This design comes from an exercise in tuning for small area, a short achievable clock period and few clock cycles per item on the open sky130 flow, not from production work. Only simulation tests tie the RTL to the original design; equivalence was not proved. Power and IR drop assume default switching activity.

## north
==> flow/design.v <==
module ad5934_freq_encoder (
    input  wire        clk,
    input  wire        rst,         
    input  wire        in_valid,
    output wire        in_ready,
    input  wire [31:0] in_freq,
    input  wire [31:0] in_fclk,
    output reg         out_valid,
    output wire [23:0] out_code,
    output wire        out_err
);
    reg         busy;        
    reg  [4:0]  cnt;         
    reg         err;         
    reg  [32:0] rem;         
    reg  [23:0] qs;          
    assign in_ready = busy && (err || cnt == 5'd24);
    assign out_code = err ? 24'd0 : qs;
    assign out_err  = err;
    wire [32:0] a    = busy ? {rem[31:0], qs[23]}
                            : {1'b0, in_freq[24:0], in_fclk[31:25]};
    wire        sub  = ~busy | ~rem[32];
    wire [32:0] b    = {33{sub}} ^ {1'b0, in_fclk};
    wire [32:0] p0   = a ^ b;
    wire [32:0] g0   = (a & b) | {32'd0, p0[0] & sub};
    wire [32:0] gl [0:6];
    wire [32:0] pl [0:6];
    assign gl[0] = g0;
    assign pl[0] = p0;
    genvar l, i;
    generate
        for (l = 0; l < 6; l = l + 1) begin : lvl
            for (i = 0; i < 33; i = i + 1) begin : bitl
                if ((i >> l) & 1) begin : comb
                    localparam integer J = ((i >> l) << l) - 1;
                    assign gl[l+1][i] = gl[l][i] | (pl[l][i] & gl[l][J]);
                    assign pl[l+1][i] = pl[l][i] & pl[l][J];
                end else begin : pass
                    assign gl[l+1][i] = gl[l][i];
                    assign pl[l+1][i] = pl[l][i];
                end
            end
        end
    endgenerate
    wire [32:0] sum  = p0 ^ {gl[6][31:0], sub};
    wire        qbit = ~sum[32];
    always @(posedge clk) begin
        rem <= sum;
        if (!busy) begin
            qs  <= in_fclk[24:1];
            err <= (|in_freq[31:25]) | qbit;
            cnt <= 5'd1;
        end else begin
            qs  <= {qs[22:0], qbit};
            cnt <= cnt + 5'd1;
        end
        if (rst) begin
            busy      <= 1'b0;
            out_valid <= 1'b0;
        end else begin
            out_valid <= in_ready && in_valid;
            if (!busy)
                busy <= in_valid;
            else if (in_ready && in_valid)
                busy <= 1'b0;
        end
    end
endmodule
export LEC_CHECK = 0
export ABC_CLOCK_PERIOD_IN_PS = 2500
export CAP_MARGIN = 20
export CORE_MARGIN = 2
export CORE_UTILIZATION = 40
export CTS_BUF_LIST = sky130_fd_sc_hd__clkbuf_4 sky130_fd_sc_hd__clkbuf_8
export PLACE_DENSITY = 0.6
export SETUP_SLACK_MARGIN = 1.5
export SLEW_MARGIN = 20
create_clock -name core_clock -period 5.0 [get_ports {clk}]
standard.sh (not shown) runs the stock make flow with config.mk's settings and CLKGATE_MAP_FILE= SYNTH_SCRIPT=/design/flow/synth_recipe.tcl, a recipe that flattens the netlist after the stock synthesis.
==> flow/flow/run.sh <==
#!/bin/bash
# The standard layout (the standard.sh: standard synthesis, floorplan,
# placement, CTS, routing), with the port buffers that placement inserts on
# every input and output made plain sky130 buffers instead of the default
# delay-buffer cell. Each tool's output is kept in its own log here.
set -euo pipefail
export BUFFER_PORTS_ARGS="-buffer_cell sky130_fd_sc_hd__buf_1"
bash standard.sh > standard_make.log 2>&1
Testbench counts of north, summed over its fixed seeds: cycles 46,148, items 2,048.
Input changes introduced in south (baseline for comparison: north):
Settings: a deleted ABC_CLOCK_PERIOD_IN_PS that had been 2500; a change of SETUP_SLACK_MARGIN from 1.5 to 1.8; an added GPL_TIMING_DRIVEN of 0.
==> flow/flow/run.sh <==
#!/bin/bash
# The standard layout (the standard.sh: standard synthesis, floorplan,
# placement, CTS, routing), with two changes:
# - the port buffers that placement inserts on every input and output are
#   plain sky130 buffers instead of the default delay-buffer cell;
# - clock tree synthesis without dummy loads.
# Each tool's output is kept in its own log here.
set -euo pipefail
export BUFFER_PORTS_ARGS="-buffer_cell sky130_fd_sc_hd__buf_1"
export CTS_ARGS="-sink_clustering_enable -repair_clock_nets -buf_list {sky130_fd_sc_hd__clkbuf_4 sky130_fd_sc_hd__clkbuf_8} -dont_use_dummy_load"
bash standard.sh > standard_make.log 2>&1
Result: PASS for each of south and north. Time the final worst path needs with I/O delays and setup (lower): south. In the reports for south and north, the larger part of the total power dissipated in combinational logic belongs to south. The buffering stage count on the worst path with inverters included number comes out lower for north vs south. Comparing south and north, wire length is lower on north. On worst hold slack, the lower figure sits with north, not south. Delta (south minus north): cell area now sits higher; wire length on met2 moved up; sequential share of cell area went down by 0.29 points.
[inputs] east vs south
Settings: GPL_TIMING_DRIVEN: 0 -> unset; SETUP_SLACK_MARGIN: 1.8 -> 1.5.
==> flow/flow/run.sh <==
#!/bin/bash
# The standard layout (the standard.sh: standard synthesis, floorplan,
# placement, CTS, routing), with the port buffers that placement inserts on
# every input and output made plain sky130 buffers instead of the default
# delay-buffer cell. Each tool's output is kept in its own log here.
set -euo pipefail
export BUFFER_PORTS_ARGS="-buffer_cell sky130_fd_sc_hd__buf_1"
bash standard.sh > standard_make.log 2>&1
[summary]
south → east: worst hold slack now smaller, setup slack now smaller, global-route usage now smaller, cell area now smaller, part of the power in combinational logic now smaller. Utilization south -> east: down. Relative to south, the clock network fraction of design power of east is higher by 4.2 points. east vs south on relative area change from synthesis to final layout: east is the lower one. Delta (east minus south): non-clock buffer count decreased by 9.5% relative to the old numbers, wire length decreased by 320 um relative to the old numbers, fmax decreased by 6.4% relative to the old numbers.
[inputs] west vs east
Settings: SETUP_SLACK_MARGIN now 1.8, was 1.5; CAP_MARGIN now 5, was 20; SLEW_MARGIN now 5, was 20.
==> flow/flow/run.sh <==
#!/bin/bash
# The standard layout (the standard.sh: standard synthesis, floorplan,
# placement, CTS, routing), with two changes:
# - the port buffers that placement inserts on every input and output are
#   plain sky130 buffers instead of the default delay-buffer cell;
# - clock tree synthesis without dummy loads.
# Each tool's output is kept in its own log here.
set -euo pipefail
export BUFFER_PORTS_ARGS="-buffer_cell sky130_fd_sc_hd__buf_1"
export CTS_ARGS="-sink_clustering_enable -repair_clock_nets -buf_list {sky130_fd_sc_hd__clkbuf_4 sky130_fd_sc_hd__clkbuf_8} -dont_use_dummy_load"
bash standard.sh > standard_make.log 2>&1
Notes after the runs:
Going from east to west, proportion of power drawn by combinational gates now sits higher, total global-route track usage now sits at about the same level, fraction of power consumed by sequential logic now sits higher, fmax now sits higher, power now sits lower. The switching share of power was comparable across west and east. Utilization east -> west: down.


// ad5934_freq_encoder: RTL as listed in full above, without the edits since
==> flow/config.mk <==
export PLATFORM = sky130hd
export DESIGN_NAME = ad5934_freq_encoder
export DESIGN_NICKNAME = ad5934_freq_encoder
export VERILOG_FILES = /design/flow/design.v
export SDC_FILE = /design/flow/constraint.sdc
export NUM_CORES = 4
export LEC_CHECK = 0
export CAP_MARGIN = 20
export CORE_MARGIN = 2
export CORE_UTILIZATION = 40
export CTS_BUF_LIST = sky130_fd_sc_hd__clkbuf_4 sky130_fd_sc_hd__clkbuf_8
export PLACE_DENSITY = 0.6
export SETUP_SLACK_MARGIN = 1.8
export SLEW_MARGIN = 20
==> flow/constraint.sdc <==
create_clock -name core_clock -period 5.0 [get_ports {clk}]
set_input_delay 1.0000 -clock core_clock [delete_from_list [all_inputs] [get_ports {clk}]]
set_output_delay 1.0000 -clock core_clock [all_outputs]
set_load 0.01 [all_outputs]
==> flow/flow/run.sh <==
#!/bin/bash
# The standard layout (the standard.sh: standard synthesis, floorplan,
# placement, CTS, routing), with two changes:
# - the port buffers that placement inserts on every input and output are
#   plain sky130 buffers instead of the default delay-buffer cell;
# - clock tree synthesis without dummy loads.
# Each tool's output is kept in its own log here.
set -euo pipefail
export BUFFER_PORTS_ARGS="-buffer_cell sky130_fd_sc_hd__buf_1"
export CTS_ARGS="-sink_clustering_enable -repair_clock_nets -buf_list {sky130_fd_sc_hd__clkbuf_4 sky130_fd_sc_hd__clkbuf_8} -dont_use_dummy_load"
bash standard.sh > standard_make.log 2>&1
Testbench counts at the start, summed over its fixed seeds: cycles 46,148, items 2,048.
==> next run, changes <==
--- a/flow/flow/run.sh
+++ b/flow/flow/run.sh
@@ -6 +6,2 @@
-# - clock tree synthesis without dummy loads.
+# - clock tree synthesis without dummy loads, with a clkbuf_8 at the root
+#   and clkbuf_4 below it.
@@ -10 +11 @@
-export CTS_ARGS="-sink_clustering_enable -repair_clock_nets -buf_list {sky130_fd_sc_hd__clkbuf_4 sky130_fd_sc_hd__clkbuf_8} -dont_use_dummy_load"
+export CTS_ARGS="-sink_clustering_enable -repair_clock_nets -buf_list {sky130_fd_sc_hd__clkbuf_4} -root_buf sky130_fd_sc_hd__clkbuf_8 -dont_use_dummy_load"
Effect: Via count does not change. Die area does not change. Hold slack is unchanged. Flip-flop and latch count is unchanged. Global-route usage does not change. Sequential power is about the same. Synthesized area stays the same. Sequential share of layout area is unchanged. Cell area is unchanged. Routed wire length does not change.
==> next run, changes <==
--- a/flow/flow/run.sh
+++ b/flow/flow/run.sh
@@ -6,2 +6,2 @@
-# - clock tree synthesis without dummy loads, with a clkbuf_8 at the root
-#   and clkbuf_4 below it.
+# - after global routing, ORFS's power recovery downsizes gates on paths
+#   with positive slack (RECOVER_POWER percent of them).
@@ -11 +11 @@
-export CTS_ARGS="-sink_clustering_enable -repair_clock_nets -buf_list {sky130_fd_sc_hd__clkbuf_4} -root_buf sky130_fd_sc_hd__clkbuf_8 -dont_use_dummy_load"
+export RECOVER_POWER=50
Outcome: Design area is higher slightly; core utilization is higher by 0.37 points; via count is higher slightly; sequential power is about the same; worst hold slack hardly moves; global-route usage hardly moves; total power is higher by a few percent; critical path depth stays the same; setup slack degrades by 0.67 ns; wire length is higher slightly; non-clock buffer count stays the same.


Starts from the design.v that is shown in full above.
==> flow/config.mk <==
export PLATFORM = sky130hd
export DESIGN_NAME = ad5934_freq_encoder
export DESIGN_NICKNAME = ad5934_freq_encoder
export VERILOG_FILES = /design/flow/design.v
export SDC_FILE = /design/flow/constraint.sdc
export NUM_CORES = 4
export LEC_CHECK = 0
export CAP_MARGIN = 20
export CORE_MARGIN = 2
export CORE_UTILIZATION = 40
export CTS_BUF_LIST = sky130_fd_sc_hd__clkbuf_4 sky130_fd_sc_hd__clkbuf_8
export PLACE_DENSITY = 0.6
export SETUP_SLACK_MARGIN = 1.8
export SLEW_MARGIN = 20
==> flow/constraint.sdc <==
create_clock -name core_clock -period 5.0 [get_ports {clk}]
set_input_delay 1.0000 -clock core_clock [delete_from_list [all_inputs] [get_ports {clk}]]
set_output_delay 1.0000 -clock core_clock [all_outputs]
set_load 0.01 [all_outputs]
==> flow/flow/run.sh <==
#!/bin/bash
# The standard layout (the standard.sh: standard synthesis, floorplan,
# placement, CTS, routing), with two changes:
# - the port buffers that placement inserts on every input and output are
#   plain sky130 buffers instead of the default delay-buffer cell;
# - clock tree synthesis without dummy loads, sinks clustered in groups of up to 24.
# Each tool's output is kept in its own log here.
set -euo pipefail
export BUFFER_PORTS_ARGS="-buffer_cell sky130_fd_sc_hd__buf_1"
export CTS_ARGS="-sink_clustering_enable -repair_clock_nets -buf_list {sky130_fd_sc_hd__clkbuf_4 sky130_fd_sc_hd__clkbuf_8} -dont_use_dummy_load -sink_clustering_size 24 -sink_clustering_max_diameter 150 -sink_clustering_levels 1"
bash standard.sh > standard_make.log 2>&1
Testbench counts at the start, summed over its fixed seeds: cycles 46,148, items 2,048.
Rerun with:
==> flow/flow/run.sh (replaced) <==
#!/bin/bash
# The standard layout (the standard.sh: standard synthesis, floorplan,
# placement, CTS, routing), with the port buffers that placement inserts on
# every input and output made plain sky130 buffers instead of the default
# delay-buffer cell. Each tool's output is kept in its own log here.
set -euo pipefail
export BUFFER_PORTS_ARGS="-buffer_cell sky130_fd_sc_hd__buf_1"
bash standard.sh > standard_make.log 2>&1
- CTS_BUF_LIST: sky130_fd_sc_hd__clkbuf_4 sky130_fd_sc_hd__clkbuf_8 -> sky130_fd_sc_hd__clkbuf_4
- setup slack is better by 0.051 ns
- wire length goes up by 1.1%
- hold slack is better by 0.0089 ns
Rerun with:
- CTS_BUF_LIST: sky130_fd_sc_hd__clkbuf_4 -> sky130_fd_sc_hd__clkbuf_4 sky130_fd_sc_hd__clkbuf_8
- SETUP_SLACK_MARGIN: 1.8 -> 1.9
Outcome:
- combinational power barely changes
- worst setup slack improved by 0.0088 ns
- sequential share of layout area fell by 0.75 points
- wire length is higher by a few percent
- sequential power stays flat
- hold slack got worse by 0.014 ns
- utilization is higher by 1.3 points
Rerun with:
- CORE_UTILIZATION: 40 -> 60
- PLACE_DENSITY: 0.6 -> 0.75
- SETUP_SLACK_MARGIN: 1.9 -> 1.5
The new run completed without violations; wire length drops by 6.9%; first-iteration DRC count climbs by 57%; cell area drops by 3.9%; area after synthesis stays the same; worst setup slack loses 0.31 ns.
Rerun with:
- CORE_UTILIZATION: 60 -> 40
- CTS_BUF_LIST: sky130_fd_sc_hd__clkbuf_4 sky130_fd_sc_hd__clkbuf_8 -> sky130_fd_sc_hd__clkbuf_2 sky130_fd_sc_hd__clkbuf_4
- PLACE_DENSITY: 0.75 -> 0.6
- SETUP_SLACK_MARGIN: 1.5 -> not set
Effect: Clock power came out lower by about a fifth; sequential share of layout area hardly moves; cell area is about the same; total power came out lower by a few percent; first-iteration DRC count came out lower by about a fifth; sequential power came out lower slightly; setup slack gets worse by 0.59 ns.
Rerun with:
- CTS_BUF_LIST: sky130_fd_sc_hd__clkbuf_2 sky130_fd_sc_hd__clkbuf_4 -> sky130_fd_sc_hd__clkbuf_4 sky130_fd_sc_hd__clkbuf_8
- SETUP_SLACK_MARGIN: not set -> 1.7
Outcome: Routed wire length went up by 1.3%; via count climbs by 0.91%; core utilization climbs by 1.1 points; design area came out higher by 2.4%; die area is unchanged; flip-flop and latch count is unchanged; clock-buffer cell count is unchanged; power increases by 5.2%.

what the ideal ports hide:
No port has a modelled driver above. Below, the same layouts with a new extraction and two added sets of constraints. Step 1, drivers: a clkbuf_16 drives clk and a buf_2 each remaining input, both assumed. Step 2 also shifts input and output timing later by t, the mid clock arrival at the registers, as if the neighbouring blocks saw the same clock. Slacks: no drivers / after step 1 / after step 2; pairs: no drivers / after step 1.
run | t (ns) | slack for setup (ns) | worst setup path after step 2 | worst data-port slew with drivers (ns)
north | 0.371 | 1.739 / 1.739 / 1.489 | input to register | 0.05
south | 0.371 | 1.949 / 1.949 / 1.589 | input to register | 0.05
east | 0.371 | 1.739 / 1.739 / 1.489 | input to register | 0.05
west | 0.361 | 1.988 / 1.996 / 1.634 | input to register | 0.05
the first run of note 2 | 0.361 | 1.988 / 1.996 / 1.634 | input to register | 0.05
the second run of note 2 | 0.361 | 1.988 / 1.996 / 1.634 | input to register | 0.05
the third run of note 2 | 0.371 | 1.319 / 1.319 / 1.319 | register to register | 0.05
the first run of note 3 | 0.361 | 1.988 / 1.996 / 1.634 | input to register | 0.05
the second run of note 3 | 0.439 | 2.039 / 2.036 / 1.597 | input to register | 0.05
the third run of note 3 | 0.373 | 2.048 / 2.061 / 1.688 | input to register | 0.04
the fourth run of note 3 | 0.365 | 1.741 / 1.741 / 1.436 | input to register | 0.04
the fifth run of note 3 | 0.440 | 1.150 / 1.150 / 1.150 | register to register | 0.05
the sixth run of note 3 | 0.372 | 1.932 / 1.932 / 1.588 | input to register | 0.05
After both steps setup and hold are still met in every run listed. For the second run of note 3, which loses most, drivers alone change the setup slack by -0.003 ns; drivers and shift together by -0.442 ns.
